This is an optimization exercise on Yosys and OpenROAD, whose aim is small area, a short achievable clock period and few clock cycles per item, not a production implementation.
Where RTL was checked, it was by simulation tests only, not by an equivalence proof against the original.
Only the layout flow was run in runs 2 to 5; the RTL was not checked for function there.
Power and IR drop assume default switching activity.

--- design/flow/config.mk ---
export PLATFORM = sky130hd
export DESIGN_NAME = fp_encode_1750a
export DESIGN_NICKNAME = fp_encode_1750a
export VERILOG_FILES = /design/flow/design.v
export SDC_FILE = /design/flow/constraint.sdc
export NUM_CORES = 4
export LEC_CHECK = 0
export ABC_AREA = 1
export CAP_MARGIN = 20
export CORE_MARGIN = 2
export CORE_UTILIZATION = 40
export CTS_BUF_LIST = sky130_fd_sc_hd__clkbuf_8
export SLEW_MARGIN = 20
--- design/flow/design.v ---
module enc1750_fmt (
    input  wire [38:0] frac,    
    input  wire  [2:0] fsel,    
    input  wire        m39,     
    input  wire        m38,     
    input  wire  [7:0] xe0,     
    input  wire        xinc,    
    input  wire        xdec,    
    output wire [47:0] data
);
    wire c = (fsel[0] & frac[30]) | (fsel[1] & frac[16]) | (fsel[2] & frac[0]);
    wire [37:0] xs = frac[38:1];
    wire [7:0]  xa = xs[37:30];
    wire [13:0] xb = xs[29:16];
    wire [15:0] xc = xs[15:0];
    wire cc = c;
    wire cb = fsel[2] ? (c & (&xc)) : c;
    wire ca = fsel[0] ? c : cb & (&xb);
    wire [15:0] wc;
    wire [13:0] wb;
    wire [7:0]  wa;
    genvar i;
    generate
        for (i = 0; i < 16; i = i + 1) begin : g_c
            if (i == 0) assign wc[i] = xc[i] ^ cc;
            else        assign wc[i] = xc[i] ^ (cc & (&xc[i-1:0]));
        end
        for (i = 0; i < 14; i = i + 1) begin : g_b
            if (i == 0) assign wb[i] = xb[i] ^ cb;
            else        assign wb[i] = xb[i] ^ (cb & (&xb[i-1:0]));
        end
        for (i = 0; i < 8; i = i + 1) begin : g_a
            if (i == 0) assign wa[i] = xa[i] ^ ca;
            else        assign wa[i] = xa[i] ^ (ca & (&xa[i-1:0]));
        end
    endgenerate
    wire ina = fsel[0] | fsel[1] | fsel[2];
    wire inb = fsel[1] | fsel[2];
    wire inc = fsel[2];
    wire [7:0]  ma = wa & {8{ina}};
    wire [13:0] mb = wb & {14{inb}};
    wire [15:0] mc = wc & {16{inc}};
    wire [7:0] flip;
    generate
        for (i = 0; i < 8; i = i + 1) begin : g_e
            if (i == 0) assign flip[i] = xinc | xdec;
            else        assign flip[i] = (xinc & (&xe0[i-1:0])) | (xdec & ~(|xe0[i-1:0]));
        end
    endgenerate
    wire [7:0] xe = xe0 ^ flip;
    assign data = {m39, m38, ma, mb[13:8] | (xe[5:0] & {6{fsel[0]}}), mb[7:0],
                   xe & {8{~fsel[0]}}, mc};
endmodule
module enc1750_core (
    input  wire [63:0] value,
    input  wire  [7:0] width,
    output wire [52:0] sig,     
    output wire        subn,    
    output wire  [2:0] fsel,    
    output wire        m39,     
    output wire        m38,     
    output wire  [7:0] xe,      
    output wire        xinc,    
    output wire        xdec,    
    output wire        nf       
);
    wire        s  = value[63];
    wire [10:0] be = value[62:52];
    wire [51:0] fr = value[51:0];
    wire w16 = (width == 8'd16);
    wire w32 = (width == 8'd32);
    wire w48 = (width == 8'd48);
    wire wok = w16 | w32 | w48;
    wire nonfinite = &be;
    wire is_sub    = ~|be;
    wire is_zero   = is_sub & ~|fr;
    wire ok        = wok & ~nonfinite;
    assign sig    = {~is_sub, fr} ^ {53{s}};
    assign subn   = ok & is_sub & ~is_zero;
    assign fsel   = {w48, w32, w16} & {3{ok}};
    assign m39    = ok & ~is_zero & s;
    assign m38    = ok & ~is_zero & ~s;
    assign nf     = wok & nonfinite;
    wire ones16 = &fr[51:43], ones32 = &fr[42:29], ones48 = &fr[28:13];
    wire zer16  = ~|fr[51:43], zer32 = ~|fr[42:29], zer48 = ~|fr[28:13];
    wire all1 = ones16 & (w16 | (ones32 & (w32 | ones48)));
    wire all0 = zer16  & (w16 | (zer32  & (w32 | zer48)));
    wire inc  = ~s & all1;
    wire dec  = s & all0;
    wire lo8 = (be <= 11'd894),  hi8 = (be >= 11'd1149);
    wire lo6 = (be <= 11'd990),  hi6 = (be >= 11'd1053);
    wire [7:0] be2 = be[7:0] + 8'd2;
    wire [7:0] xf8 = lo8 ? 8'h80 : hi8 ? 8'h7f : be2;
    wire [5:0] xf6 = lo6 ? 6'h20 : hi6 ? 6'h1f : be2[5:0];
    wire inc_ok = w16 ? ((be >= 11'd990) & ~hi6) : ((be >= 11'd894) & ~hi8);
    wire dec_ok = w16 ? (~lo6 & (be <= 11'd1053)) : (~lo8 & (be <= 11'd1149));
    wire [7:0] xn = w16 ? {2'b00, xf6} : xf8;
    wire [7:0] xs = is_zero ? 8'h00 : is_sub ? (w16 ? 8'h20 : 8'h80) : xn;
    assign xe     = ok ? xs : 8'd0;
    assign xinc   = ok & ~is_sub & inc & inc_ok;
    assign xdec   = ok & ~is_sub & dec & dec_ok;
endmodule
module fp_encode_1750a (
    input  wire        clk,
    input  wire        rst,
    input  wire        in_valid,
    output wire        in_ready,
    input  wire [63:0] in_value,
    input  wire  [7:0] in_width,
    output wire        out_valid,
    input  wire        out_ready,
    output wire [47:0] out_data,
    output wire  [2:0] out_nbytes,
    output wire  [1:0] out_status
);
    wire [52:0] c_sig;
    wire        c_subn;
    wire  [2:0] c_fsel;
    wire        c_m39, c_m38;
    wire  [7:0] c_xe;
    wire        c_xinc, c_xdec;
    wire        c_nf;
    enc1750_core u_core (
        .value (in_value),
        .width (in_width),
        .sig   (c_sig),
        .subn  (c_subn),
        .fsel  (c_fsel),
        .m39   (c_m39),
        .m38   (c_m38),
        .xe    (c_xe),
        .xinc  (c_xinc),
        .xdec  (c_xdec),
        .nf    (c_nf)
    );
    reg        ov;       
    reg [52:0] sig_q;
    reg  [2:0] fsel_q;
    reg        m39_q, m38_q;
    reg  [7:0] xe_q;
    reg        xinc_q, xdec_q;
    reg        nf_q;
    reg        pend_q;   
    wire pend = (m39_q & sig_q[52]) | (m38_q & ~sig_q[52]);
    wire load = ~ov | (~pend & out_ready);
    assign in_ready  = ~rst & (~ov | (~pend_q & out_ready));
    assign out_valid = ~rst & ov & ~pend_q;
    wire top5z = m39_q ? &sig_q[52:48] : ~|sig_q[52:48];
    always @(posedge clk) begin
        if (rst) begin
            ov     <= 1'b0;
            pend_q <= 1'b0;
        end else if (load) begin
            ov     <= in_valid;
            pend_q <= in_valid & c_subn;
        end else if (pend) begin
            pend_q <= (top5z ? sig_q[47] : sig_q[51]) ~^ m39_q;
        end
    end
    wire sel_ld = load;
    wire sel_s5 = ~load & pend & top5z;
    wire sel_s1 = ~load & pend & ~top5z;
    wire sel_h  = ~load & ~pend;
    wire [52:0] sig_d = ({53{sel_ld}} & c_sig)
                      | ({53{sel_s5}} & {sig_q[47:0], {5{m39_q}}})
                      | ({53{sel_s1}} & {sig_q[51:0], m39_q})
                      | ({{40{sel_h}}, 13'd0} & sig_q);
    always @(posedge clk) sig_q <= sig_d;
    always @(posedge clk) begin
        if (load) begin
            fsel_q   <= c_fsel;
            m39_q    <= c_m39;
            m38_q    <= c_m38;
            xe_q     <= c_xe;
            xinc_q   <= c_xinc;
            xdec_q   <= c_xdec;
            nf_q     <= c_nf;
        end
    end
    enc1750_fmt u_fmt (
        .frac(sig_q[51:13]),
        .fsel(fsel_q),
        .m39 (m39_q),
        .m38 (m38_q),
        .xe0 (xe_q),
        .xinc(xinc_q),
        .xdec(xdec_q),
        .data(out_data)
    );
    assign out_status = {nf_q, ~(fsel_q[0] | fsel_q[1] | fsel_q[2] | nf_q)};
    assign out_nbytes = {fsel_q[1] | fsel_q[2], fsel_q[0] | fsel_q[2], 1'b0};
endmodule
--- design/flow/constraint.sdc ---
create_clock -name core_clock -period 10.0 [get_ports {clk}]
set_input_delay 2.0000 -clock core_clock [delete_from_list [all_inputs] [get_ports {clk}]]
set_output_delay 2.0000 -clock core_clock [all_outputs]
set_load 0.01 [all_outputs]
--- design/flow/flow/run.sh ---
#!/bin/bash
# The standard layout (standard.sh, the standard flow's own ORFS flow) with three changes:
# the port buffers are sky130_fd_sc_hd__buf_2 cells instead of the delay
# buffers buffer_ports picks by default (every port still gets a buffer),
# timing repair aims for a setup slack of 5.4 ns, and clock tree synthesis
# adds no dummy loads.
set -euo pipefail
export BUFFER_PORTS_ARGS="-buffer_cell sky130_fd_sc_hd__buf_2"
export SETUP_SLACK_MARGIN=5.4
export CTS_ARGS="-sink_clustering_enable -repair_clock_nets -buf_list sky130_fd_sc_hd__clkbuf_8 -dont_use_dummy_load"
bash standard.sh > standard.log 2>&1
--- design/flow/standard.sh ---
#!/bin/bash
# synth_recipe.tcl (not shown) runs the flow's synth.tcl, then flattens the netlist and writes it again
# the make line also repeats each setting of config.mk as NAME=value (left out here)
make -C /OpenROAD-flow-scripts/flow DESIGN_CONFIG=/design/flow/config.mk WORK_HOME=/design/flow/orfs CLKGATE_MAP_FILE= SYNTH_SCRIPT=/design/flow/synth_recipe.tcl "${@:-finish}"
==> run_summary.xml, run 1 <==
<?xml version="1.0" encoding="UTF-8"?>
<metrics>
  <group name="timing">
    <metric name="timing.final.setup_violations" unit="">0</metric>
    <metric name="timing_worst_slew_pin_value" unit="ns">0.847</metric>
    <metric name="timing.setup.tns" unit="ns">0</metric>
    <metric name="shortest_period_the_worst_path_allows" unit="ns">4.42</metric>
    <metric name="final-hold-violation-count" unit="">0</metric>
    <metric name="finalMaxSlewViolations" unit="">0</metric>
    <metric name="rsz_0062_raised_after_global_routing" unit="">false</metric>
    <metric name="clock.fmax" unit="MHz">226</metric>
    <metric name="post-route-worst-setup-slack" unit="ns">5.58</metric>
    <metric name="slew_headroom" unit="%">43.5</metric>
    <metric name="skew" unit="ns">0.0286</metric>
    <metric name="final.period_utilization" unit="%">44.2</metric>
  </group>
  <group name="final_layout">
    <metric name="antenna_cells" unit="">0</metric>
    <metric name="final_nets" unit="">1059</metric>
    <metric name="drive_gt1_share" unit="%">18.9</metric>
    <metric name="area_growth" unit="%">15.4</metric>
    <metric name="most_frequent_standard_cell_in_the_layout_excluding_fill_and_tap_cells" unit="">nand2_1</metric>
    <metric name="layout_common_cells" unit="">nand2_1 (203), buf_2 (129), nor2_1 (108)</metric>
    <metric name="layout.filler_cells" unit="">1526</metric>
  </group>
  <group name="place">
    <metric name="buffer_ports.inserted" unit="">129</metric>
    <metric name="dp_slack" unit="ns">5.58</metric>
    <metric name="gpl.final_weighted_congestion" unit="">0.849</metric>
    <metric name="detailed_place_hpwl" unit="um">13000</metric>
  </group>
  <group name="global_route">
    <metric name="number_of_global_route_vias_before_repair" unit="">5340</metric>
    <metric name="largest_net_degree_at_the_start_of_global_routing" unit="">59</metric>
    <metric name="globalRoute.totalOverflow" unit="">0</metric>
    <metric name="globalRouteMet3Util" unit="%">2.86</metric>
    <metric name="grt_antenna_before_repair" unit="">0</metric>
    <metric name="overall_track_demand_over_capacity_in_global_routing" unit="%">22.9</metric>
    <metric name="grt.met1_usage" unit="%">32.6</metric>
    <metric name="routing_layer_with_the_top_usage_in_global_route" unit="">met2</metric>
    <metric name="grt_first_pass_wirelength" unit="um">27000</metric>
    <metric name="globalRouteMet2Util" unit="%">37.4</metric>
  </group>
  <group name="clock_tree">
    <metric name="clk_path_buf_depth" unit="">2</metric>
    <metric name="tritoncts" unit="">done</metric>
    <metric name="worst_skew_pair.late_latency" unit="ns">0.36</metric>
    <metric name="h-tree-depth" unit="">3</metric>
    <metric name="clkTransAtPathRegs" unit="ns">0.09</metric>
    <metric name="cts-root-buf" unit="">clkbuf_8</metric>
    <metric name="cts.sink_count" unit="">71</metric>
    <metric name="cts_made_buffers" unit="">9</metric>
  </group>
  <group name="run_status">
    <metric name="run_status" unit="">no timing/DRC/antenna violations</metric>
  </group>
  <group name="logic_synthesis">
    <metric name="synth.yosys.seq_area_share" unit="%">28.3</metric>
    <metric name="edff_count_synth" unit="">16</metric>
    <metric name="yosys.area.top_type_share" unit="%">19.7</metric>
    <metric name="synthCells" unit="">867</metric>
    <metric name="net_count_synth" unit="">948</metric>
    <metric name="synth_async_sr_flop_share" unit="%">0</metric>
    <metric name="top_cell_type_by_total_area_after_synthesis" unit="">dfxtp_1</metric>
    <metric name="synth.ff_latch_count" unit="">71</metric>
    <metric name="ys.warnings.count" unit="">1</metric>
    <metric name="syn-cell-area" unit="sq um">5590</metric>
    <metric name="syn_avg_cell_area" unit="sq um">6.45</metric>
    <metric name="synth_cell_type_count" unit="">45</metric>
    <metric name="ys_dominant_reg_cell" unit="">dfxtp_1</metric>
    <metric name="synth.area.top_cells" unit="">dfxtp_1 (20%), nand2_1 (14%), edfxtp_1 (8.6%)</metric>
  </group>
  <group name="routing">
    <metric name="drt_pre_antenna_iters" unit="">5</metric>
    <metric name="finalWirelength" unit="um">16800</metric>
    <metric name="postRouteAntennaNets" unit="">0</metric>
    <metric name="routed_via_density" unit="">5.10</metric>
    <metric name="routedWlPerCell" unit="um">14.5</metric>
    <metric name="routed_via_count" unit="">5890</metric>
    <metric name="drt_iter0_markers" unit="">475</metric>
    <metric name="drc" unit="">0</metric>
  </group>
  <group name="worst_setup_path">
    <metric name="crit_required" unit="ns">8.00</metric>
    <metric name="crit_path_end_kind" unit="">output pin</metric>
    <metric name="cp.arrival" unit="ns">2.42</metric>
    <metric name="rr_worst_depth" unit="">9</metric>
    <metric name="timing.critical_path.from_type" unit="">primary input</metric>
    <metric name="critical_path.max_fanout" unit="">4</metric>
    <metric name="timing_worst_setup_path_type" unit="">primary input to output pin</metric>
  </group>
  <group name="floorplan">
    <metric name="design.die.area" unit="sq um">14900</metric>
    <metric name="total_i_o_pin_count" unit="">131</metric>
    <metric name="floorplan.initialDensity" unit="%">40.6</metric>
    <metric name="die_h" unit="um">122</metric>
    <metric name="fp-row-count" unit="">43</metric>
    <metric name="die_x" unit="um">122</metric>
    <metric name="floorplan.core_area" unit="sq um">13800</metric>
  </group>
  <group name="hold_path">
    <metric name="hold_path.class" unit="">register to register</metric>
    <metric name="holdPathStages" unit="">2</metric>
  </group>
  <group name="power">
    <metric name="irDropWorstVdd" unit="mV">0.0692</metric>
    <metric name="power.density" unit="nW/um^2">128</metric>
    <metric name="power.leakage" unit="nW">2.98</metric>
  </group>
  <group name="flow_run">
    <metric name="cap_violations" unit="">0</metric>
  </group>
</metrics>
## cell usage after synthesis, types with 8 or more instances
| cell | n |
|---|---|
| o21ai_0 | 51 |
| o21ai_1 | 8 |
| nand4_1 | 18 |
| buf_2 | 14 |
| xnor2_1 | 50 |
| clkbuf_1 | 10 |
| o22ai_1 | 23 |
| buf_4 | 8 |
| dfxtp_1 | 55 |
| nor2_1 | 108 |
| a21oi_1 | 54 |
| nand3_1 | 40 |
| edfxtp_1 | 16 |
| o221ai_1 | 8 |
| o2111ai_1 | 8 |
| inv_1 | 92 |
| nand2_1 | 203 |
| nor3_1 | 28 |
| nand2_2 | 10 |
## through the flow
| step | area (sq um) | hold WS (ns) | util, % | power (mW) | cells |
|---|---|---|---|---|---|
| 3_5_place_dp | 6290 | 0.452 | 45.7 | 0.647 | 1144 |
| 2_1_floorplan | 5590 | 0.429 | - | 0.554 | 867 |
| 5_1_grt | 6450 | 0.494 | 46.8 | 0.881 | 1156 |
| 6_report | 6450 | 0.470 | 46.8 | 0.825 | 1156 |
| 3_3_place_gp | 6290 | 0.449 | 45.7 | 0.647 | 1144 |
| 4_1_cts | 6420 | 0.473 | 46.6 | 0.824 | 1153 |
## final cells by class
type                       instances  area [sq um]  area share, %
clock buffer                       9           124           1.92
inverter                          98           373           5.78
multi-input combinational        663          3450           53.6
sequential                        71          1580           24.5
tap                              180           225           3.49
timing repair buffer             135           691           10.7
## registers in the layout (all words and copies together) (netlist names)
signal	cells
xinc_q	1
pend_q	1
fsel_q	3
xe_q	8
ov	1
xdec_q	1
sig_q	53
nf_q	1
m38_q	1
m39_q	1
## report_power, final
part	leakage, nW	internal (mW)	switching [mW]	total [mW]
sequential	0.646	0.335	0.0426	0.378
combinational	2.27	0.101	0.165	0.266
clock	0.0647	0.0805	0.101	0.181
total	2.98	0.517	0.308	0.825
## metal layers
layer | vias up | part of all wire [%]
li1 | 3073 | -
met1 | 2640 | 48
met2 | 166 | 46
met3 | 11 | 5.4
met4 | 0 | 0.74
met5 | - | 0
## repair_timing
| item | CTS | global route |
|---|---|---|
| buffers inserted | 0 | 3 |
| hold buffers | 0 | 0 |
| resized for setup | 0 | 1 |
| endpoints found under the setup margin | 0 | 13 |
## critical path, stage by stage
cell and delay (ns):
buf_2 0.12, nor3_1 0.15, buf_2 0.15
## path summary, 6_finish.rpt
check | endpoint | start | slack, ns
hold / removal | sig_q[7]$_DFF_P_ | sig_q[6]$_DFF_P_ | 0.47
setup reg to reg | sig_q[47]$_DFF_P_ | m39_q$_DFFE_PP_ | 7.06
setup / recovery | out_valid | rst | 5.58
hold reg to reg | sig_q[7]$_DFF_P_ | sig_q[6]$_DFF_P_ | 0.47
## kinds of logic (layout without fill, tap and decap cells)
group,Yosys count,after routing,share of synthesized area [%]
AO/OA/AOI/OAI,164,164,16.7
XOR/XNOR,57,57,8.93
adder cells (fa/ha/maj),5,5,1.12
buffers and inverters,133,242,10.0
flip-flops,71,71,28.3
other,1,1,0.0671
AND/OR/NAND/NOR,436,436,34.8
Testbench counts, summed over its fixed seeds: cycles 24,809, items 24,000.
==> run 2: changes to the inputs <==
--- a/design/flow/design.v
+++ b/design/flow/design.v
@@ -88,12 +88,14 @@
     wire inc  = ~s & all1;
     wire dec  = s & all0;
-    wire lo8 = (be <= 11'd894),  hi8 = (be >= 11'd1149);
-    wire lo6 = (be <= 11'd990),  hi6 = (be >= 11'd1053);
+    wire [10:0] lo = w16 ? 11'd990 : 11'd894;
+    wire [10:0] hi = w16 ? 11'd1053 : 11'd1149;
+    wire le_lo = (be <= lo), ge_hi = (be >= hi);
+    wire eq_lo = (be == lo), eq_hi = (be == hi);
     wire [7:0] be2 = be[7:0] + 8'd2;
-    wire [7:0] xf8 = lo8 ? 8'h80 : hi8 ? 8'h7f : be2;
-    wire [5:0] xf6 = lo6 ? 6'h20 : hi6 ? 6'h1f : be2[5:0];
-    wire inc_ok = w16 ? ((be >= 11'd990) & ~hi6) : ((be >= 11'd894) & ~hi8);
-    wire dec_ok = w16 ? (~lo6 & (be <= 11'd1053)) : (~lo8 & (be <= 11'd1149));
-    wire [7:0] xn = w16 ? {2'b00, xf6} : xf8;
+    wire [7:0] sat = w16 ? (le_lo ? 8'h20 : 8'h1f) : (le_lo ? 8'h80 : 8'h7f);
+    wire [7:0] xv  = w16 ? {2'b00, be2[5:0]} : be2;
+    wire [7:0] xn  = (le_lo | ge_hi) ? sat : xv;
+    wire inc_ok = (~le_lo | eq_lo) & ~ge_hi;
+    wire dec_ok = ~le_lo & (~ge_hi | eq_hi);
     wire [7:0] xs = is_zero ? 8'h00 : is_sub ? (w16 ? 8'h20 : 8'h80) : xn;
     assign xe     = ok ? xs : 8'd0;
@@ -165,5 +167,5 @@
                       | ({53{sel_s5}} & {sig_q[47:0], {5{m39_q}}})
                       | ({53{sel_s1}} & {sig_q[51:0], m39_q})
-                      | ({{40{sel_h}}, 13'd0} & sig_q);
+                      | ({53{sel_h}}  & sig_q);
     always @(posedge clk) sig_q <= sig_d;
     always @(posedge clk) begin
==> run 2 against run 1 <==
Critical endpoint unchanged. Largest power group unchanged. Largest cell class unchanged. Flip-flop and latch count unchanged. Worst setup slack got worse by 0.027 ns. Combinational power fell by 11%. Wire length grew 6.2%. Global-route usage rose by 1.1 points. Synthesized cell count up 0.12%. Fmax down 0.61%. Still clean. Clock power hardly changed. Die area up 2.2%. Sequential share of layout area down 0.37 points. Critical path type unchanged.
==> run_summary.xml, run 2 <==
<?xml version="1.0" encoding="UTF-8"?>
<metrics>
  <group name="run_status">
    <metric name="run_status" unit="">no timing/DRC/antenna violations</metric>
  </group>
  <group name="timing">
    <metric name="clock.fmax" unit="MHz">225</metric>
    <metric name="final-hold-violation-count" unit="">0</metric>
    <metric name="timing.setup.tns" unit="ns">0</metric>
    <metric name="rsz_0062_raised_after_global_routing" unit="">false</metric>
    <metric name="shortest_period_the_worst_path_allows" unit="ns">4.45</metric>
    <metric name="timing_worst_slew_pin_value" unit="ns">0.957</metric>
    <metric name="slew_headroom" unit="%">36.0</metric>
    <metric name="timing.final.setup_violations" unit="">0</metric>
    <metric name="final.period_utilization" unit="%">44.5</metric>
    <metric name="finalMaxSlewViolations" unit="">0</metric>
    <metric name="skew" unit="ns">0.0212</metric>
  </group>
  <group name="power">
    <metric name="power.net_switching" unit="mW">0.293</metric>
    <metric name="power.leakage" unit="nW">3.01</metric>
    <metric name="irDropWorstVdd" unit="mV">0.0491</metric>
    <metric name="power.density" unit="nW/um^2">121</metric>
    <metric name="internal_power" unit="mW">0.504</metric>
    <metric name="power.share.sequential" unit="%">47.5</metric>
    <metric name="total_power" unit="mW">0.797</metric>
    <metric name="clockPowerShare" unit="%">23.0</metric>
    <metric name="comb_power_share" unit="%">29.6</metric>
    <metric name="netSwitchingFraction" unit="%">36.8</metric>
  </group>
  <group name="logic_synthesis">
    <metric name="ys_dominant_reg_cell" unit="">dfxtp_1</metric>
    <metric name="synth.ff_latch_count" unit="">71</metric>
    <metric name="synth_cell_type_count" unit="">46</metric>
    <metric name="net_count_synth" unit="">953</metric>
    <metric name="ys.warnings.count" unit="">1</metric>
    <metric name="yosys.area.top_type_share" unit="%">19.3</metric>
    <metric name="synth.yosys.seq_area_share" unit="%">27.7</metric>
    <metric name="synth.area.top_cells" unit="">dfxtp_1 (19%), nand2_1 (12%), edfxtp_1 (8.4%)</metric>
    <metric name="syn-cell-area" unit="sq um">5710</metric>
    <metric name="syn_avg_cell_area" unit="sq um">6.58</metric>
    <metric name="post_synth_most_frequent_cells" unit="">nand2_1 (186), inv_1 (107), nor2_1 (89)</metric>
    <metric name="edff_count_synth" unit="">16</metric>
    <metric name="top_cell_type_by_total_area_after_synthesis" unit="">dfxtp_1</metric>
    <metric name="synth_async_sr_flop_share" unit="%">0</metric>
    <metric name="synth_most_common_cell" unit="">nand2_1</metric>
    <metric name="synthCells" unit="">868</metric>
  </group>
  <group name="global_route">
    <metric name="grt_first_pass_wirelength" unit="um">28400</metric>
    <metric name="largest_net_degree_at_the_start_of_global_routing" unit="">57</metric>
    <metric name="overall_track_demand_over_capacity_in_global_routing" unit="%">24.0</metric>
    <metric name="number_of_global_route_vias_before_repair" unit="">5631</metric>
    <metric name="grt_antenna_before_repair" unit="">0</metric>
    <metric name="globalRoute.totalOverflow" unit="">0</metric>
  </group>
  <group name="routing">
    <metric name="routedWlPerCell" unit="um">15.4</metric>
    <metric name="met1_wire_length" unit="um">8390</metric>
    <metric name="finalWirelength" unit="um">17800</metric>
    <metric name="dr_wl_met2" unit="um">8140</metric>
    <metric name="drt_pre_antenna_iters" unit="">5</metric>
    <metric name="drt_iter0_markers" unit="">463</metric>
    <metric name="postRouteAntennaNets" unit="">0</metric>
    <metric name="dr_top_layer" unit="">met4</metric>
    <metric name="routed_via_density" unit="">5.26</metric>
    <metric name="routed_via_count" unit="">6076</metric>
    <metric name="drc" unit="">0</metric>
    <metric name="route.met3.wl" unit="um">1100</metric>
  </group>
  <group name="final_layout">
    <metric name="layout.filler_cells" unit="">1495</metric>
    <metric name="antenna_cells" unit="">0</metric>
    <metric name="top_register_by_number_of_flip_flops" unit="">sig_q</metric>
    <metric name="multi_input_comb_area" unit="sq um">3510</metric>
    <metric name="area_used_by_sequential_logic_in_the_layout" unit="sq um">1590</metric>
    <metric name="final_nets" unit="">1063</metric>
    <metric name="registers_with_the_most_flip_flops" unit="">sig_q x53, xe_q x8, fsel_q x3</metric>
    <metric name="max_reg_flops" unit="">53</metric>
    <metric name="drive_gt1_share" unit="%">19.5</metric>
    <metric name="most_frequent_standard_cell_in_the_layout_excluding_fill_and_tap_cells" unit="">nand2_1</metric>
    <metric name="stdcell_area" unit="sq um">6560</metric>
    <metric name="area_growth" unit="%">14.8</metric>
    <metric name="layout_common_cells" unit="">nand2_1 (186), buf_2 (129), inv_1 (107)</metric>
  </group>
  <group name="clock_tree">
    <metric name="worst_skew_pair.late_latency" unit="ns">0.36</metric>
    <metric name="h-tree-depth" unit="">3</metric>
    <metric name="holdBufCountCts" unit="">0</metric>
    <metric name="clkTransAtPathRegs" unit="ns">0.07</metric>
    <metric name="cts_made_buffers" unit="">9</metric>
    <metric name="tritoncts" unit="">done</metric>
    <metric name="cts.sink_count" unit="">71</metric>
    <metric name="clk_path_buf_depth" unit="">2</metric>
    <metric name="cts-root-buf" unit="">clkbuf_8</metric>
  </group>
  <group name="flow_run">
    <metric name="cap_violations" unit="">0</metric>
  </group>
  <group name="place">
    <metric name="detailed_place_hpwl" unit="um">13500</metric>
    <metric name="gpl.final_weighted_congestion" unit="">0.902</metric>
    <metric name="post_dp_cell_area" unit="sq um">6400</metric>
    <metric name="buffer_ports.inserted" unit="">129</metric>
  </group>
  <group name="floorplan">
    <metric name="die_h" unit="um">124</metric>
    <metric name="floorplan.core_area" unit="sq um">13900</metric>
    <metric name="total_i_o_pin_count" unit="">131</metric>
    <metric name="fp-row-count" unit="">43</metric>
    <metric name="design.die.area" unit="sq um">15300</metric>
    <metric name="die_x" unit="um">124</metric>
    <metric name="floorplan.initialDensity" unit="%">41.0</metric>
  </group>
  <group name="worst_setup_path">
    <metric name="timing_worst_setup_path_type" unit="">primary input to output pin</metric>
    <metric name="regToRegSetupSlack" unit="ns">7.27</metric>
    <metric name="cp.arrival" unit="ns">2.45</metric>
    <metric name="crit_required" unit="ns">8.00</metric>
    <metric name="rr_worst_depth" unit="">7</metric>
    <metric name="crit_path_end_kind" unit="">output pin</metric>
    <metric name="timing.critical_path.from_type" unit="">primary input</metric>
    <metric name="critical_path.max_fanout" unit="">4</metric>
  </group>
  <group name="hold_path">
    <metric name="holdPathStages" unit="">2</metric>
    <metric name="hold_path.class" unit="">register to register</metric>
  </group>
</metrics>
run 2: changes by cell type after synthesis, sizes merged, moves of 12 or more:
cell / before / now
nand2: 215 / 196
nor2: 117 / 100
o21ai: 60 / 76
nor3: 31 / 16
inv: 97 / 111
o2111ai: 8 / 20
run 2: area by class of cell:
class / count / area share (%)
flip-flops and latches: 71 / 24.2
well taps: 180 / 3.43
clock buffers: 9 / 1.89
multi-input cells: 649 / 53.5
inverters: 111 / 6.39
repair buffers: 136 / 10.6
run 2: per-layer routing:
layer / vias up / track usage, %
li1: 3087 / -
met1: 2766 / 33.0
met2: 210 / 38.6
met3: 13 / 3.83
met4: 0 / 7.53
met5: - / 0
run 2: logic make-up (layout without fill, tap and decap cells):
kind of cell | after synthesis | after routing | synth area share (%)
other | 1 | 1 | 0.0656
adders and majority gates | 9 | 9 | 1.97
and+or+nand+nor | 398 | 398 | 31.6
xor gates and xnor gates | 62 | 62 | 9.51
DFF | 71 | 71 | 27.7
buffers and inverters | 148 | 256 | 11.1
AOI/OAI and AO/OA | 178 | 178 | 17.9
muxes | 1 | 1 | 0.175
run 2: path summary, 6_finish.rpt:
kind                        to               from
min reg2reg  sig_q[15]$_DFF_P_  sig_q[10]$_DFF_P_
min          sig_q[15]$_DFF_P_  sig_q[10]$_DFF_P_
max reg2reg   sig_q[0]$_DFF_P_    m39_q$_DFFE_PP_
max                  out_valid                rst
run 2: what timing repair did:
item                                    in CTS  in global routing
setup buffers                                0                  4
hold endpoints to repair                     0                  0
endpoints found under the setup margin       6                  7
gates resized for setup                      1                  4
run 2: critical path: stages:
cell and delay, ns:
buf_2 0.12, nor3b_1 0.17, buf_2 0.16
run 2: metrics by stage:
step	hold WS, ns	utilization [%]	cells	setup slack, ns
floorplan	0.439	-	868	5.69
global placement	0.468	45.9	1143	5.58
detailed placement	0.480	45.9	1143	5.55
CTS	0.499	46.8	1152	5.44
global route	0.528	47.1	1156	5.46
finish	0.496	47.1	1156	5.55
run 2: power by group through the flow:
stage	Clock [mW]	Combinational (mW)	Sequential (mW)
after floorplan	0	0.164	0.366
after global placement	0	0.233	0.383
after detailed placement	0	0.233	0.382
after CTS	0.186	0.234	0.377
after global routing	0.196	0.266	0.383
final	0.183	0.236	0.378
==> run 3: changes to the inputs <==
--- a/design/flow/design.v
+++ b/design/flow/design.v
@@ -148,5 +148,5 @@
     assign in_ready  = ~rst & (~ov | (~pend_q & out_ready));
     assign out_valid = ~rst & ov & ~pend_q;
-    wire top5z = m39_q ? &sig_q[52:48] : ~|sig_q[52:48];
+    wire top8z = m39_q ? &sig_q[52:45] : ~|sig_q[52:45];
     always @(posedge clk) begin
         if (rst) begin
@@ -157,13 +157,13 @@
             pend_q <= in_valid & c_subn;
         end else if (pend) begin
-            pend_q <= (top5z ? sig_q[47] : sig_q[51]) ~^ m39_q;
+            pend_q <= (top8z ? sig_q[44] : sig_q[51]) ~^ m39_q;
         end
     end
     wire sel_ld = load;
-    wire sel_s5 = ~load & pend & top5z;
-    wire sel_s1 = ~load & pend & ~top5z;
+    wire sel_s8 = ~load & pend & top8z;
+    wire sel_s1 = ~load & pend & ~top8z;
     wire sel_h  = ~load & ~pend;
     wire [52:0] sig_d = ({53{sel_ld}} & c_sig)
-                      | ({53{sel_s5}} & {sig_q[47:0], {5{m39_q}}})
+                      | ({53{sel_s8}} & {sig_q[44:0], {8{m39_q}}})
                       | ({53{sel_s1}} & {sig_q[51:0], m39_q})
                       | ({53{sel_h}}  & sig_q);
==> run 3 against run 2 <==
Still clean on timing, DRC and antenna. Combinational power about the same. Cell count up 3.0%. Fmax decreased by 0.14%. Hold slack got worse by 0.011 ns. Critical path depth rose by 3. Register-to-register slack worse by 0.13 ns. Utilization grew 0.083 points. Critical path type unchanged. Largest cell class unchanged. Highest routed layer unchanged.
==> run_summary.xml, run 3 <==
<?xml version="1.0" encoding="UTF-8"?>
<metrics>
  <group name="logic_synthesis">
    <metric name="synth_most_common_cell" unit="">nand2_1</metric>
    <metric name="syn-cell-area" unit="sq um">5670</metric>
    <metric name="synth.ff_latch_count" unit="">71</metric>
    <metric name="top_cell_type_by_total_area_after_synthesis" unit="">dfxtp_1</metric>
    <metric name="ys_dominant_reg_cell" unit="">dfxtp_1</metric>
    <metric name="ys.warnings.count" unit="">1</metric>
    <metric name="synthCells" unit="">902</metric>
    <metric name="syn_avg_cell_area" unit="sq um">6.29</metric>
    <metric name="synth.area.top_cells" unit="">dfxtp_1 (19%), nand2_1 (14%), nor2_1 (8.5%)</metric>
    <metric name="post_synth_most_frequent_cells" unit="">nand2_1 (206), nor2_1 (129), inv_1 (106)</metric>
    <metric name="net_count_synth" unit="">987</metric>
    <metric name="synth_async_sr_flop_share" unit="%">0</metric>
    <metric name="synth.yosys.seq_area_share" unit="%">27.9</metric>
    <metric name="yosys.area.top_type_share" unit="%">19.4</metric>
    <metric name="edff_count_synth" unit="">16</metric>
    <metric name="synth_cell_type_count" unit="">40</metric>
  </group>
  <group name="timing">
    <metric name="timing.setup.tns" unit="ns">0</metric>
    <metric name="shortest_period_the_worst_path_allows" unit="ns">4.46</metric>
    <metric name="rsz_0062_raised_after_global_routing" unit="">false</metric>
    <metric name="post-route-worst-setup-slack" unit="ns">5.54</metric>
    <metric name="finalMaxSlewViolations" unit="">0</metric>
    <metric name="final.period_utilization" unit="%">44.6</metric>
    <metric name="slew_headroom" unit="%">31.7</metric>
    <metric name="hold-worst-slack" unit="ns">0.485</metric>
    <metric name="skew" unit="ns">0.0249</metric>
    <metric name="timing_worst_slew_pin_value" unit="ns">1.02</metric>
    <metric name="final-hold-violation-count" unit="">0</metric>
    <metric name="timing.final.setup_violations" unit="">0</metric>
    <metric name="clock.fmax" unit="MHz">224</metric>
  </group>
  <group name="final_layout">
    <metric name="most_frequent_standard_cell_in_the_layout_excluding_fill_and_tap_cells" unit="">nand2_1</metric>
    <metric name="layout_common_cells" unit="">nand2_1 (206), buf_2 (129), nor2_1 (128)</metric>
    <metric name="final_nets" unit="">1098</metric>
    <metric name="area_growth" unit="%">15.4</metric>
    <metric name="drive_gt1_share" unit="%">17.1</metric>
    <metric name="max_reg_flops" unit="">53</metric>
    <metric name="antenna_cells" unit="">0</metric>
    <metric name="registers_with_the_most_flip_flops" unit="">sig_q x53, xe_q x8, fsel_q x3</metric>
    <metric name="top_register_by_number_of_flip_flops" unit="">sig_q</metric>
    <metric name="post-route-util" unit="%">47.2</metric>
  </group>
  <group name="floorplan">
    <metric name="die_h" unit="um">123</metric>
    <metric name="die_x" unit="um">123</metric>
    <metric name="total_i_o_pin_count" unit="">131</metric>
    <metric name="floorplan.initialDensity" unit="%">40.9</metric>
    <metric name="design.die.area" unit="sq um">15100</metric>
    <metric name="fp-row-count" unit="">43</metric>
    <metric name="floorplan.core_area" unit="sq um">13900</metric>
  </group>
  <group name="power">
    <metric name="clockPowerShare" unit="%">23.6</metric>
    <metric name="power.density" unit="nW/um^2">121</metric>
    <metric name="internal_power" unit="mW">0.500</metric>
    <metric name="irDropWorstVdd" unit="mV">0.0556</metric>
    <metric name="power.net_switching" unit="mW">0.290</metric>
    <metric name="comb_power_share" unit="%">29.5</metric>
    <metric name="power.share.sequential" unit="%">46.9</metric>
    <metric name="netSwitchingFraction" unit="%">36.7</metric>
    <metric name="power.leakage" unit="nW">3.04</metric>
  </group>
  <group name="clock_tree">
    <metric name="cts_made_buffers" unit="">9</metric>
    <metric name="clk_path_buf_depth" unit="">2</metric>
    <metric name="tritoncts" unit="">done</metric>
    <metric name="cts.sink_count" unit="">71</metric>
    <metric name="h-tree-depth" unit="">3</metric>
    <metric name="cts-root-buf" unit="">clkbuf_8</metric>
    <metric name="worst_skew_pair.late_latency" unit="ns">0.36</metric>
    <metric name="clkTransAtPathRegs" unit="ns">0.07</metric>
  </group>
  <group name="global_route">
    <metric name="largest_net_degree_at_the_start_of_global_routing" unit="">58</metric>
    <metric name="overall_track_demand_over_capacity_in_global_routing" unit="%">24.3</metric>
    <metric name="globalRoute.totalOverflow" unit="">0</metric>
    <metric name="number_of_global_route_vias_before_repair" unit="">5491</metric>
    <metric name="grt_antenna_before_repair" unit="">0</metric>
    <metric name="grt_first_pass_wirelength" unit="um">28800</metric>
  </group>
  <group name="place">
    <metric name="dp_slack" unit="ns">5.29</metric>
    <metric name="detailed_place_hpwl" unit="um">13800</metric>
    <metric name="gpl.final_weighted_congestion" unit="">0.924</metric>
    <metric name="buffer_ports.inserted" unit="">129</metric>
  </group>
  <group name="worst_setup_path">
    <metric name="rr_worst_depth" unit="">10</metric>
    <metric name="crit_required" unit="ns">8.00</metric>
    <metric name="crit_path_end_kind" unit="">output pin</metric>
    <metric name="worst_flop_to_flop_path_startpoint" unit="">m39_q$_DFFE_PP_</metric>
    <metric name="critical_path.max_fanout" unit="">2</metric>
    <metric name="regToRegSetupSlack" unit="ns">7.14</metric>
    <metric name="timing.critical_path.from_type" unit="">primary input</metric>
    <metric name="timing_worst_setup_path_type" unit="">primary input to output pin</metric>
    <metric name="crit-reg2reg-capture" unit="">pend_q$_SDFFE_PP0P_</metric>
    <metric name="cp.arrival" unit="ns">2.46</metric>
  </group>
  <group name="routing">
    <metric name="drt_pre_antenna_iters" unit="">5</metric>
    <metric name="postRouteAntennaNets" unit="">0</metric>
    <metric name="routedWlPerCell" unit="um">15.3</metric>
    <metric name="drt_iter0_markers" unit="">464</metric>
    <metric name="routed_via_count" unit="">6148</metric>
    <metric name="drc" unit="">0</metric>
    <metric name="routed_via_density" unit="">5.16</metric>
    <metric name="finalWirelength" unit="um">18200</metric>
  </group>
  <group name="hold_path">
    <metric name="holdCritStartpoint" unit="">sig_q[8]$_DFF_P_</metric>
    <metric name="holdPathStages" unit="">2</metric>
    <metric name="worstHoldEndpoint" unit="">sig_q[8]$_DFF_P_</metric>
    <metric name="hold_path.class" unit="">register to register</metric>
  </group>
  <group name="flow_run">
    <metric name="cap_violations" unit="">0</metric>
  </group>
  <group name="run_status">
    <metric name="run_status" unit="">no timing/DRC/antenna violations</metric>
  </group>
</metrics>
run 3: cell types whose count changed after synthesis, sizes merged, moves of 3 or more:
cell   delta
nor2     +33
nand2    +14
nor3     +14
o21ai    -11
nand3    +10
a21oi     -8
nand4     -8
nor4      -6
o22ai     +3
xnor2     -3
xor2      -3
run 3: cell type report:
| class | instances | area (sq um) |
|---|---|---|
| multi-input cells | 682 | 3490 |
| repair buffers | 136 | 698 |
| well taps | 180 | 225 |
| flip-flops and latches | 71 | 1580 |
| inverters | 113 | 424 |
| clock buffers | 9 | 124 |
| fillers | 1545 | 7330 |
run 3: kinds of logic (layout without fill, tap and decap cells):
kind of cell             count (synthesis)  count (layout)  share of synthesized area (%)
AND/OR/NAND/NOR                        454             454                           34.4
adder cells (fa/ha/maj)                  9               9                           1.99
XOR/XNOR                                56              56                           8.65
AO/OA/AOI/OAI                          162             162                           16.3
buffers and inverters                  149             258                           10.7
flip-flops                              71              71                           27.9
other                                    1               1                         0.0661
run 3: metal layers:
metal  track usage (%)  share of wire [%]
met5                 0                  0
met4              6.61               0.97
met3              2.31                4.7
met2              37.9                 45
met1              35.6                 50
run 3: what timing repair did:
item	CTS	global route
gates resized for setup	1	1
setup buffers	0	3
setup endpoints to repair	5	15
hold buffers	0	0
run 3: stage by stage:
stage / std cells / power (mW) / cell area, sq um
after floorplan: 902 / 0.519 / 5670
after global placement: 1179 / 0.605 / 6390
after detailed placement: 1179 / 0.606 / 6390
after CTS: 1188 / 0.787 / 6520
after global routing: 1191 / 0.835 / 6550
final: 1191 / 0.790 / 6550
run 3: how the worst max path moves through the flow:
stage                   startpoint               endpoint  slack (ns)  cells after the start
2_1_floorplan            out_ready               in_ready        5.70                      4
3_3_place_gp           in_width[7]  xe_q[5]$_SDFFCE_PP0P_        5.43                     18
3_5_place_dp           in_width[7]  xe_q[5]$_SDFFCE_PP0P_        5.29                     18
4_1_cts        fsel_q[2]$_DFFE_PP_           out_data[39]        5.39                      9
5_1_grt          sig_q[15]$_DFF_P_           out_data[36]        5.45                     12
6_report                 out_ready               in_ready        5.54                      6
run 3: worst max-delay path, cell delays in order:
cell and delay, ns:
buf_2 0.09, inv_1 0.07, nor2_1 0.04, nor2_1 0.08, nor2_1 0.04, buf_2 0.13
run 3: power by group through the flow:
stage / Sequential, mW / Clock (mW) / Combinational (mW)
floorplan: 0.362 / 0 / 0.156
global placement: 0.377 / 0 / 0.229
detailed placement: 0.377 / 0 / 0.230
CTS: 0.370 / 0.186 / 0.231
global route: 0.375 / 0.196 / 0.263
finish: 0.371 / 0.186 / 0.233
==> run 4: changes to the inputs <==
--- a/design/flow/design.v
+++ b/design/flow/design.v
@@ -1,4 +1,5 @@
 module enc1750_fmt (
     input  wire [38:0] frac,    
+    input  wire        c,       
     input  wire  [2:0] fsel,    
     input  wire        m39,     
@@ -9,5 +10,4 @@
     output wire [47:0] data
 );
-    wire c = (fsel[0] & frac[30]) | (fsel[1] & frac[16]) | (fsel[2] & frac[0]);
     wire [37:0] xs = frac[38:1];
     wire [7:0]  xa = xs[37:30];
@@ -169,4 +169,8 @@
                       | ({53{sel_h}}  & sig_q);
     always @(posedge clk) sig_q <= sig_d;
+    wire [2:0] fsel_d = load ? c_fsel : fsel_q;
+    reg        c_q;
+    always @(posedge clk)
+        c_q <= (fsel_d[0] & sig_d[43]) | (fsel_d[1] & sig_d[29]) | (fsel_d[2] & sig_d[13]);
     always @(posedge clk) begin
         if (load) begin
@@ -182,4 +186,5 @@
     enc1750_fmt u_fmt (
         .frac(sig_q[51:13]),
+        .c   (c_q),
         .fsel(fsel_q),
         .m39 (m39_q),
==> run 4 against run 3 <==
Area after synthesis up 1.3%. Critical path depth down 1. Non-clock buffer count down 3. Wire length down 2.3%. Critical path type unchanged.
==> run_summary.xml, run 4 <==
<?xml version="1.0" encoding="UTF-8"?>
<metrics>
  <group name="worst_setup_path">
    <metric name="critical_path_sink" unit="">in_ready</metric>
    <metric name="worst_flop_to_flop_path_startpoint" unit="">m39_q$_DFFE_PP_</metric>
    <metric name="timing_worst_setup_path_type" unit="">primary input to output pin</metric>
    <metric name="critical-path-max-stage-delay" unit="ns">0.18</metric>
    <metric name="ordered_list_of_cells_on_the_worst_path" unit="">buf_2 -&gt; nor2_1 -&gt; nand2_1 -&gt; o21ai_0 -&gt; buf_2</metric>
    <metric name="crit_path_end_kind" unit="">output pin</metric>
    <metric name="timing.critical_path.from_type" unit="">primary input</metric>
    <metric name="regToRegSetupSlack" unit="ns">6.77</metric>
    <metric name="cp_slowest_cell" unit="">buf_2</metric>
    <metric name="crit-reg2reg-capture" unit="">sig_q[10]$_DFF_P_</metric>
    <metric name="cp-startpoint" unit="">rst</metric>
    <metric name="critPathMostFrequentCell" unit="">buf_2</metric>
    <metric name="critical_path.max_fanout" unit="">5</metric>
    <metric name="crit_required" unit="ns">8.00</metric>
    <metric name="rr_worst_depth" unit="">9</metric>
    <metric name="cp.arrival" unit="ns">2.55</metric>
  </group>
  <group name="routing">
    <metric name="met1_wire_length" unit="um">8600</metric>
    <metric name="routed_via_density" unit="">5.16</metric>
    <metric name="routedWlPerCell" unit="um">15.1</metric>
    <metric name="finalWirelength" unit="um">17800</metric>
    <metric name="drt_iter0_markers" unit="">434</metric>
    <metric name="dr_wl_met2" unit="um">7910</metric>
    <metric name="dr_top_layer" unit="">met4</metric>
    <metric name="route.met3.wl" unit="um">998</metric>
    <metric name="drc" unit="">0</metric>
    <metric name="drt_pre_antenna_iters" unit="">5</metric>
    <metric name="postRouteAntennaNets" unit="">0</metric>
    <metric name="routed_via_count" unit="">6084</metric>
  </group>
  <group name="logic_synthesis">
    <metric name="edff_count_synth" unit="">13</metric>
    <metric name="net_count_synth" unit="">978</metric>
    <metric name="top_cell_type_by_total_area_after_synthesis" unit="">dfxtp_1</metric>
    <metric name="synthCells" unit="">893</metric>
    <metric name="post_synth_most_frequent_cells" unit="">nand2_1 (228), nor2_1 (94), inv_1 (92)</metric>
    <metric name="synth.area.top_cells" unit="">dfxtp_1 (21%), nand2_1 (15%), xnor2_1 (8.2%)</metric>
    <metric name="syn-cell-area" unit="sq um">5740</metric>
    <metric name="synth_async_sr_flop_share" unit="%">0</metric>
    <metric name="synth_cell_type_count" unit="">43</metric>
    <metric name="synth.ff_latch_count" unit="">72</metric>
    <metric name="yosys.area.top_type_share" unit="%">20.6</metric>
    <metric name="ys.warnings.count" unit="">1</metric>
    <metric name="synth.yosys.seq_area_share" unit="%">27.4</metric>
    <metric name="ys_dominant_reg_cell" unit="">dfxtp_1</metric>
    <metric name="synth_most_common_cell" unit="">nand2_1</metric>
    <metric name="syn_avg_cell_area" unit="sq um">6.43</metric>
  </group>
  <group name="place">
    <metric name="detailed_place_hpwl" unit="um">13500</metric>
    <metric name="buffer_ports.inserted" unit="">129</metric>
    <metric name="gpl.final_weighted_congestion" unit="">0.880</metric>
    <metric name="placed_instance_count" unit="">1169</metric>
    <metric name="post_dp_cell_area" unit="sq um">6450</metric>
  </group>
  <group name="floorplan">
    <metric name="floorplan.initialDensity" unit="%">41.2</metric>
    <metric name="floorplan.core_area" unit="sq um">13900</metric>
    <metric name="design.die.area" unit="sq um">15300</metric>
    <metric name="fp-row-count" unit="">43</metric>
    <metric name="die_x" unit="um">124</metric>
    <metric name="total_i_o_pin_count" unit="">131</metric>
    <metric name="die_h" unit="um">124</metric>
  </group>
  <group name="final_layout">
    <metric name="post-route-util" unit="%">47.2</metric>
    <metric name="final_cells" unit="">1178</metric>
    <metric name="antenna_cells" unit="">0</metric>
    <metric name="stdcell_area" unit="sq um">6570</metric>
    <metric name="area_growth" unit="%">14.4</metric>
    <metric name="drive_gt1_share" unit="%">18.4</metric>
    <metric name="final_nets" unit="">1085</metric>
    <metric name="registers_with_the_most_flip_flops" unit="">sig_q x53, xe_q x8, fsel_q x3</metric>
    <metric name="top_register_by_number_of_flip_flops" unit="">sig_q</metric>
    <metric name="max_reg_flops" unit="">53</metric>
    <metric name="most_frequent_standard_cell_in_the_layout_excluding_fill_and_tap_cells" unit="">nand2_1</metric>
    <metric name="layout.filler_cells" unit="">1515</metric>
    <metric name="layout_common_cells" unit="">nand2_1 (228), buf_2 (129), nor2_1 (94)</metric>
  </group>
  <group name="power">
    <metric name="power.net_switching" unit="mW">0.286</metric>
    <metric name="power.leakage" unit="nW">3.01</metric>
    <metric name="total_power" unit="mW">0.789</metric>
    <metric name="netSwitchingFraction" unit="%">36.2</metric>
    <metric name="irDropWorstVdd" unit="mV">0.0764</metric>
    <metric name="power.density" unit="nW/um^2">120</metric>
    <metric name="clockPowerShare" unit="%">23.2</metric>
    <metric name="internal_power" unit="mW">0.503</metric>
    <metric name="power.share.sequential" unit="%">49.4</metric>
    <metric name="comb_power_share" unit="%">27.5</metric>
  </group>
  <group name="global_route">
    <metric name="globalRoute.totalOverflow" unit="">0</metric>
    <metric name="overall_track_demand_over_capacity_in_global_routing" unit="%">24.0</metric>
    <metric name="grt_first_pass_wirelength" unit="um">28500</metric>
    <metric name="grt_antenna_before_repair" unit="">0</metric>
    <metric name="largest_net_degree_at_the_start_of_global_routing" unit="">57</metric>
    <metric name="number_of_global_route_vias_before_repair" unit="">5605</metric>
  </group>
  <group name="flow_run">
    <metric name="cap_violations" unit="">0</metric>
  </group>
  <group name="clock_tree">
    <metric name="clk_path_buf_depth" unit="">2</metric>
    <metric name="h-tree-depth" unit="">3</metric>
    <metric name="cts-root-buf" unit="">clkbuf_8</metric>
    <metric name="holdBufCountCts" unit="">0</metric>
    <metric name="cts_made_buffers" unit="">9</metric>
    <metric name="cts.sink_count" unit="">72</metric>
    <metric name="clkTransAtPathRegs" unit="ns">0.06</metric>
    <metric name="worst_skew_pair.late_latency" unit="ns">0.37</metric>
    <metric name="tritoncts" unit="">done</metric>
  </group>
  <group name="timing">
    <metric name="skew" unit="ns">0.0217</metric>
    <metric name="final-hold-violation-count" unit="">0</metric>
    <metric name="timing_worst_slew_pin_value" unit="ns">0.984</metric>
    <metric name="timing.final.setup_violations" unit="">0</metric>
    <metric name="rsz_0062_raised_after_global_routing" unit="">false</metric>
    <metric name="final.period_utilization" unit="%">45.5</metric>
    <metric name="shortest_period_the_worst_path_allows" unit="ns">4.55</metric>
    <metric name="finalMaxSlewViolations" unit="">0</metric>
    <metric name="clock.fmax" unit="MHz">220</metric>
    <metric name="slew_headroom" unit="%">34.2</metric>
    <metric name="timing.setup.tns" unit="ns">0</metric>
  </group>
  <group name="hold_path">
    <metric name="hold_path.class" unit="">register to register</metric>
  </group>
  <group name="run_status">
    <metric name="run_status" unit="">no timing/DRC/antenna violations</metric>
  </group>
</metrics>
==> run 4: metal layers <==
layer | up-vias | track usage (%)
met1 | 2716 | 34.0
met2 | 192 | 37.2
met4 | 0 | 7.95
met3 | 22 | 3.53
li1 | 3154 | -
met5 | - | 0
==> run 4: worst min path at each step <==
stage                                  from                end  slack, ns  cells past startpoint
after floorplan           sig_q[43]$_DFF_P_  sig_q[44]$_DFF_P_       0.43                      2
after global placement    sig_q[43]$_DFF_P_  sig_q[44]$_DFF_P_       0.45                      2
after detailed placement  sig_q[28]$_DFF_P_  sig_q[28]$_DFF_P_       0.47                      2
after CTS                 sig_q[28]$_DFF_P_  sig_q[28]$_DFF_P_       0.48                      2
after global routing      sig_q[39]$_DFF_P_  sig_q[40]$_DFF_P_       0.52                      2
final                     sig_q[48]$_DFF_P_  sig_q[48]$_DFF_P_       0.48                      2
==> run 4: cell families after synthesis <==
group	Yosys count	share of synthesized area (%)
other	1	0.0653
XOR/XNOR	63	9.61
AO/OA/AOI/OAI	168	16.8
flip-flops	72	27.4
AND/OR/NAND/NOR	442	33.9
adder cells (fa/ha/maj)	9	1.96
buffers and inverters	138	10.3
==> run 4: cell type report <==
| cell class | instances | area, sq um | area share, % |
|---|---|---|---|
| Inverter | 101 | 382 | 5.81 |
| Sequential cell | 72 | 1570 | 23.9 |
| Timing Repair Buffer | 133 | 676 | 10.3 |
| Clock buffer | 9 | 124 | 1.88 |
| Tap cell | 180 | 225 | 3.43 |
| Multi-Input combinational cell | 683 | 3590 | 54.7 |
==> run 4: stage by stage <==
step                      setup slack (ns)  hold WS [ns]
after CTS                             5.44         0.480
after global placement                5.44         0.450
after detailed placement              5.45         0.467
final                                 5.45         0.481
after global routing                  5.42         0.516
after floorplan                       5.71         0.430
==> run 4: worst max-delay path, delay by kind of cell <==
| family | cells | cell delay [ns] |
|---|---|---|
| and+or+nand+nor | 2 | 0.14 |
| buffers and inverters | 2 | 0.31 |
| AOI/OAI and AO/OA | 1 | 0.11 |
==> run 4: power by group through the flow <==
stage / Combinational (mW) / Sequential, mW / Clock, mW
floorplan: 0.155 / 0.378 / 0
global placement: 0.214 / 0.395 / 0
detailed placement: 0.215 / 0.395 / 0
CTS: 0.216 / 0.388 / 0.187
global route: 0.246 / 0.396 / 0.198
finish: 0.217 / 0.390 / 0.183
==> run 4: timing repair <==
item	in CTS	in global routing
setup endpoints to repair	0	4
buffers inserted	0	0
hold endpoints to repair	0	0
gates resized for setup	0	1
==> run 5: changes to the inputs <==
==> design/flow/flow/run.sh (replaced) <==
#!/bin/bash
# The standard layout (standard.sh, the standard flow's own ORFS flow) with two changes:
# the port buffers are sky130_fd_sc_hd__buf_2 cells instead of the delay
# buffers buffer_ports picks by default (every port still gets a buffer),
# and timing repair aims for a setup slack of 5.4 ns.
set -euo pipefail
export BUFFER_PORTS_ARGS="-buffer_cell sky130_fd_sc_hd__buf_2"
export SETUP_SLACK_MARGIN=5.4
bash standard.sh > standard.log 2>&1
==> run 5 against run 4 <==
Critical path depth did not move. Count of clock-buffer cells in the layout unchanged. Utilization is 0.56 points higher. Clock skew is 0.011 ns lower. Fmax is 0.23% lower. Critical path type unchanged.
==> run_summary.xml, run 5 <==
<?xml version="1.0" encoding="UTF-8"?>
<metrics>
  <group name="run_status">
    <metric name="run_status" unit="">no timing/DRC/antenna violations</metric>
  </group>
  <group name="clock_tree">
    <metric name="clkTransAtPathRegs" unit="ns">0.07</metric>
    <metric name="tritoncts" unit="">done</metric>
    <metric name="holdBufCountCts" unit="">0</metric>
    <metric name="cts-root-buf" unit="">clkbuf_8</metric>
    <metric name="h-tree-depth" unit="">3</metric>
    <metric name="cts_made_buffers" unit="">9</metric>
    <metric name="clk_path_buf_depth" unit="">2</metric>
    <metric name="cts.sink_count" unit="">72</metric>
    <metric name="worst_skew_pair.late_latency" unit="ns">0.37</metric>
  </group>
  <group name="logic_synthesis">
    <metric name="synth.ff_latch_count" unit="">72</metric>
    <metric name="post_synth_most_frequent_cells" unit="">nand2_1 (228), nor2_1 (94), inv_1 (92)</metric>
    <metric name="syn_avg_cell_area" unit="sq um">6.43</metric>
    <metric name="synthCells" unit="">893</metric>
    <metric name="synth_most_common_cell" unit="">nand2_1</metric>
    <metric name="syn-cell-area" unit="sq um">5740</metric>
    <metric name="yosys.area.top_type_share" unit="%">20.6</metric>
    <metric name="synth.yosys.seq_area_share" unit="%">27.4</metric>
    <metric name="ys_dominant_reg_cell" unit="">dfxtp_1</metric>
    <metric name="ys.warnings.count" unit="">1</metric>
    <metric name="net_count_synth" unit="">978</metric>
    <metric name="synth.area.top_cells" unit="">dfxtp_1 (21%), nand2_1 (15%), xnor2_1 (8.2%)</metric>
    <metric name="synth_async_sr_flop_share" unit="%">0</metric>
    <metric name="top_cell_type_by_total_area_after_synthesis" unit="">dfxtp_1</metric>
    <metric name="edff_count_synth" unit="">13</metric>
    <metric name="synth_cell_type_count" unit="">43</metric>
  </group>
  <group name="power">
    <metric name="internal_power" unit="mW">0.559</metric>
    <metric name="clockPowerShare" unit="%">29.2</metric>
    <metric name="comb_power_share" unit="%">25.3</metric>
    <metric name="power.density" unit="nW/um^2">129</metric>
    <metric name="irDropWorstVdd" unit="mV">0.0762</metric>
    <metric name="total_power" unit="mW">0.855</metric>
    <metric name="power.share.sequential" unit="%">45.5</metric>
    <metric name="netSwitchingFraction" unit="%">34.6</metric>
    <metric name="power.leakage" unit="nW">3.06</metric>
    <metric name="power.net_switching" unit="mW">0.296</metric>
  </group>
  <group name="worst_setup_path">
    <metric name="crit-reg2reg-capture" unit="">sig_q[10]$_DFF_P_</metric>
    <metric name="timing.critical_path.from_type" unit="">primary input</metric>
    <metric name="worst_flop_to_flop_path_startpoint" unit="">m39_q$_DFFE_PP_</metric>
    <metric name="rr_worst_depth" unit="">9</metric>
    <metric name="critical_path.max_fanout" unit="">5</metric>
    <metric name="regToRegSetupSlack" unit="ns">6.76</metric>
    <metric name="crit_path_end_kind" unit="">output pin</metric>
    <metric name="cp.arrival" unit="ns">2.56</metric>
    <metric name="crit_required" unit="ns">8.00</metric>
    <metric name="timing_worst_setup_path_type" unit="">primary input to output pin</metric>
  </group>
  <group name="global_route">
    <metric name="globalRoute.totalOverflow" unit="">0</metric>
    <metric name="largest_net_degree_at_the_start_of_global_routing" unit="">57</metric>
    <metric name="overall_track_demand_over_capacity_in_global_routing" unit="%">24.0</metric>
    <metric name="number_of_global_route_vias_before_repair" unit="">5618</metric>
    <metric name="grt_antenna_before_repair" unit="">0</metric>
    <metric name="grt_first_pass_wirelength" unit="um">28500</metric>
  </group>
  <group name="final_layout">
    <metric name="registers_with_the_most_flip_flops" unit="">sig_q x53, xe_q x8, fsel_q x3</metric>
    <metric name="area_used_by_sequential_logic_in_the_layout" unit="sq um">1570</metric>
    <metric name="antenna_cells" unit="">0</metric>
    <metric name="top_register_by_number_of_flip_flops" unit="">sig_q</metric>
    <metric name="drive_gt1_share" unit="%">18.7</metric>
    <metric name="final_nets" unit="">1085</metric>
    <metric name="most_frequent_standard_cell_in_the_layout_excluding_fill_and_tap_cells" unit="">nand2_1</metric>
    <metric name="multi_input_comb_area" unit="sq um">3590</metric>
    <metric name="layout.filler_cells" unit="">1509</metric>
    <metric name="area_growth" unit="%">15.8</metric>
    <metric name="stdcell_area" unit="sq um">6650</metric>
    <metric name="layout_common_cells" unit="">nand2_1 (228), buf_2 (129), nor2_1 (94), inv_1 (94), dfxtp_1 (58)</metric>
    <metric name="max_reg_flops" unit="">53</metric>
  </group>
  <group name="place">
    <metric name="post_dp_cell_area" unit="sq um">6450</metric>
    <metric name="gpl.final_weighted_congestion" unit="">0.880</metric>
    <metric name="buffer_ports.inserted" unit="">129</metric>
    <metric name="detailed_place_hpwl" unit="um">13500</metric>
  </group>
  <group name="routing">
    <metric name="drc" unit="">0</metric>
    <metric name="drt_iter0_markers" unit="">462</metric>
    <metric name="postRouteAntennaNets" unit="">0</metric>
    <metric name="finalWirelength" unit="um">17800</metric>
    <metric name="routed_via_count" unit="">6054</metric>
    <metric name="drt_pre_antenna_iters" unit="">5</metric>
    <metric name="routed_via_density" unit="">5.11</metric>
    <metric name="routedWlPerCell" unit="um">15.0</metric>
  </group>
  <group name="floorplan">
    <metric name="total_i_o_pin_count" unit="">131</metric>
    <metric name="fp-row-count" unit="">43</metric>
    <metric name="floorplan.core_area" unit="sq um">13900</metric>
    <metric name="die_x" unit="um">124</metric>
    <metric name="design.die.area" unit="sq um">15300</metric>
    <metric name="floorplan.initialDensity" unit="%">41.2</metric>
    <metric name="die_h" unit="um">124</metric>
  </group>
  <group name="hold_path">
    <metric name="hold_path.class" unit="">register to register</metric>
    <metric name="worstHoldEndpoint" unit="">sig_q[48]$_DFF_P_</metric>
    <metric name="holdPathStages" unit="">2</metric>
    <metric name="holdCritStartpoint" unit="">sig_q[48]$_DFF_P_</metric>
  </group>
  <group name="flow_run">
    <metric name="cap_violations" unit="">0</metric>
  </group>
  <group name="timing">
    <metric name="timing_worst_slew_pin_value" unit="ns">0.978</metric>
    <metric name="shortest_period_the_worst_path_allows" unit="ns">4.56</metric>
    <metric name="slew_headroom" unit="%">34.6</metric>
    <metric name="final.period_utilization" unit="%">45.6</metric>
    <metric name="final-hold-violation-count" unit="">0</metric>
    <metric name="skew" unit="ns">0.0109</metric>
    <metric name="finalMaxSlewViolations" unit="">0</metric>
    <metric name="clock.fmax" unit="MHz">219</metric>
    <metric name="timing.setup.tns" unit="ns">0</metric>
    <metric name="rsz_0062_raised_after_global_routing" unit="">false</metric>
    <metric name="timing.final.setup_violations" unit="">0</metric>
  </group>
</metrics>
==> run 5: cell counts after synthesis <==
Identical to the previous run, type by type.
==> run 5: per-stage QoR <==
step / setup slack (ns) / utilization [%] / hold WS, ns / instances
after floorplan: 5.71 / - / 0.430 / 893
after global placement: 5.44 / 46.3 / 0.450 / 1169
after detailed placement: 5.45 / 46.3 / 0.467 / 1169
after CTS: 5.44 / 47.7 / 0.480 / 1184
after global routing: 5.42 / 47.7 / 0.526 / 1184
final: 5.44 / 47.7 / 0.483 / 1184
==> run 5: layer usage <==
| layer | GRT usage [%] | routed length (um) |
|---|---|---|
| met1 | 34.1 | 8730 |
| met2 | 37.3 | 7900 |
| met3 | 4.08 | 929 |
| met4 | 6.68 | 235 |
| met5 | 0 | 0 |
==> run 5: area by class of cell <==
cell class	count	area share, %
clock buffers	9	1.86
clock inverters	6	1.17
inverters	101	5.74
multi-input cells	683	54.0
flip-flops and latches	72	23.7
well taps	180	3.39
repair buffers	133	10.2
==> run 5: power groups by stage <==
stage / registers, mW / clock network [mW] / logic, mW
final: 0.389 / 0.249 / 0.216
after global routing: 0.396 / 0.267 / 0.246
after detailed placement: 0.395 / 0 / 0.215
after global placement: 0.395 / 0 / 0.214
after CTS: 0.388 / 0.254 / 0.216
after floorplan: 0.378 / 0 / 0.155
==> run 5: how the worst max path moves through the flow <==
stage,slack [ns],from,cells after the start,to
2_1_floorplan,5.71,rst,1,out_valid
3_3_place_gp,5.44,rst,5,in_ready
3_5_place_dp,5.45,rst,5,in_ready
4_1_cts,5.44,rst,5,in_ready
5_1_grt,5.42,rst,5,in_ready
6_report,5.44,rst,5,in_ready
==> run 5: logic make-up (layout without fill, tap and decap cells) <==
logic type / after synthesis / in the layout / share of synthesized area [%]
adders and majority gates: 9 / 9 / 1.96
buffers and inverters: 138 / 249 / 10.3
xor gates and xnor gates: 63 / 63 / 9.61
AOI/OAI and AO/OA: 168 / 168 / 16.8
DFF: 72 / 72 / 27.4
and+or+nand+nor: 442 / 442 / 33.9
other: 1 / 1 / 0.0653
==> run 5: timing repair <==
| item | CTS | global route |
|---|---|---|
| buffers inserted | 0 | 0 |
| endpoints found under the setup margin | 0 | 4 |
| gates resized for setup | 0 | 1 |
==> run 5: worst max-delay path, cell delays in order <==
cell and delay (ns):
buf_2 0.13, nor2_1 0.09, nand2_1 0.05, o21ai_0 0.11, buf_2 0.19

[port drivers added, routing unchanged]
Ports are ideal in the flow. The routed layouts listed here were re-timed in OpenROAD. Step 1: set_driving_cell puts a clkbuf_16 on clk and a buf_2 on each other input, an assumption about the parent block. Step 2, shift: input delay + t, output delay - t, t = (earliest + latest rising clock arrival at the registers) / 2. This alone moves slack from input paths to output paths. Three values: no drivers, after step 1, after step 2; two values: the first two.
run	t, ns	setup slack, ns	worst hold slack (ns)	clock arrival spread, ns
run 1	0.378	5.577 / 5.558 / 5.558	0.470 / 0.470 / 0.470	0.029 / 0.028
run 2	0.387	5.550 / 5.531 / 5.531	0.496 / 0.496 / 0.496	0.021 / 0.021
run 3	0.389	5.544 / 5.525 / 5.399	0.485 / 0.485 / 0.485	0.025 / 0.025
run 4	0.392	5.446 / 5.424 / 5.405	0.481 / 0.481 / 0.481	0.024 / 0.025
run 5	0.396	5.436 / 5.413 / 5.407	0.483 / 0.483 / 0.483	0.012 / 0.013
After both steps every run listed still meets setup and hold. The setup slack of run 3, which loses most, moves by -0.019 ns with the drivers and by -0.145 ns with both steps.
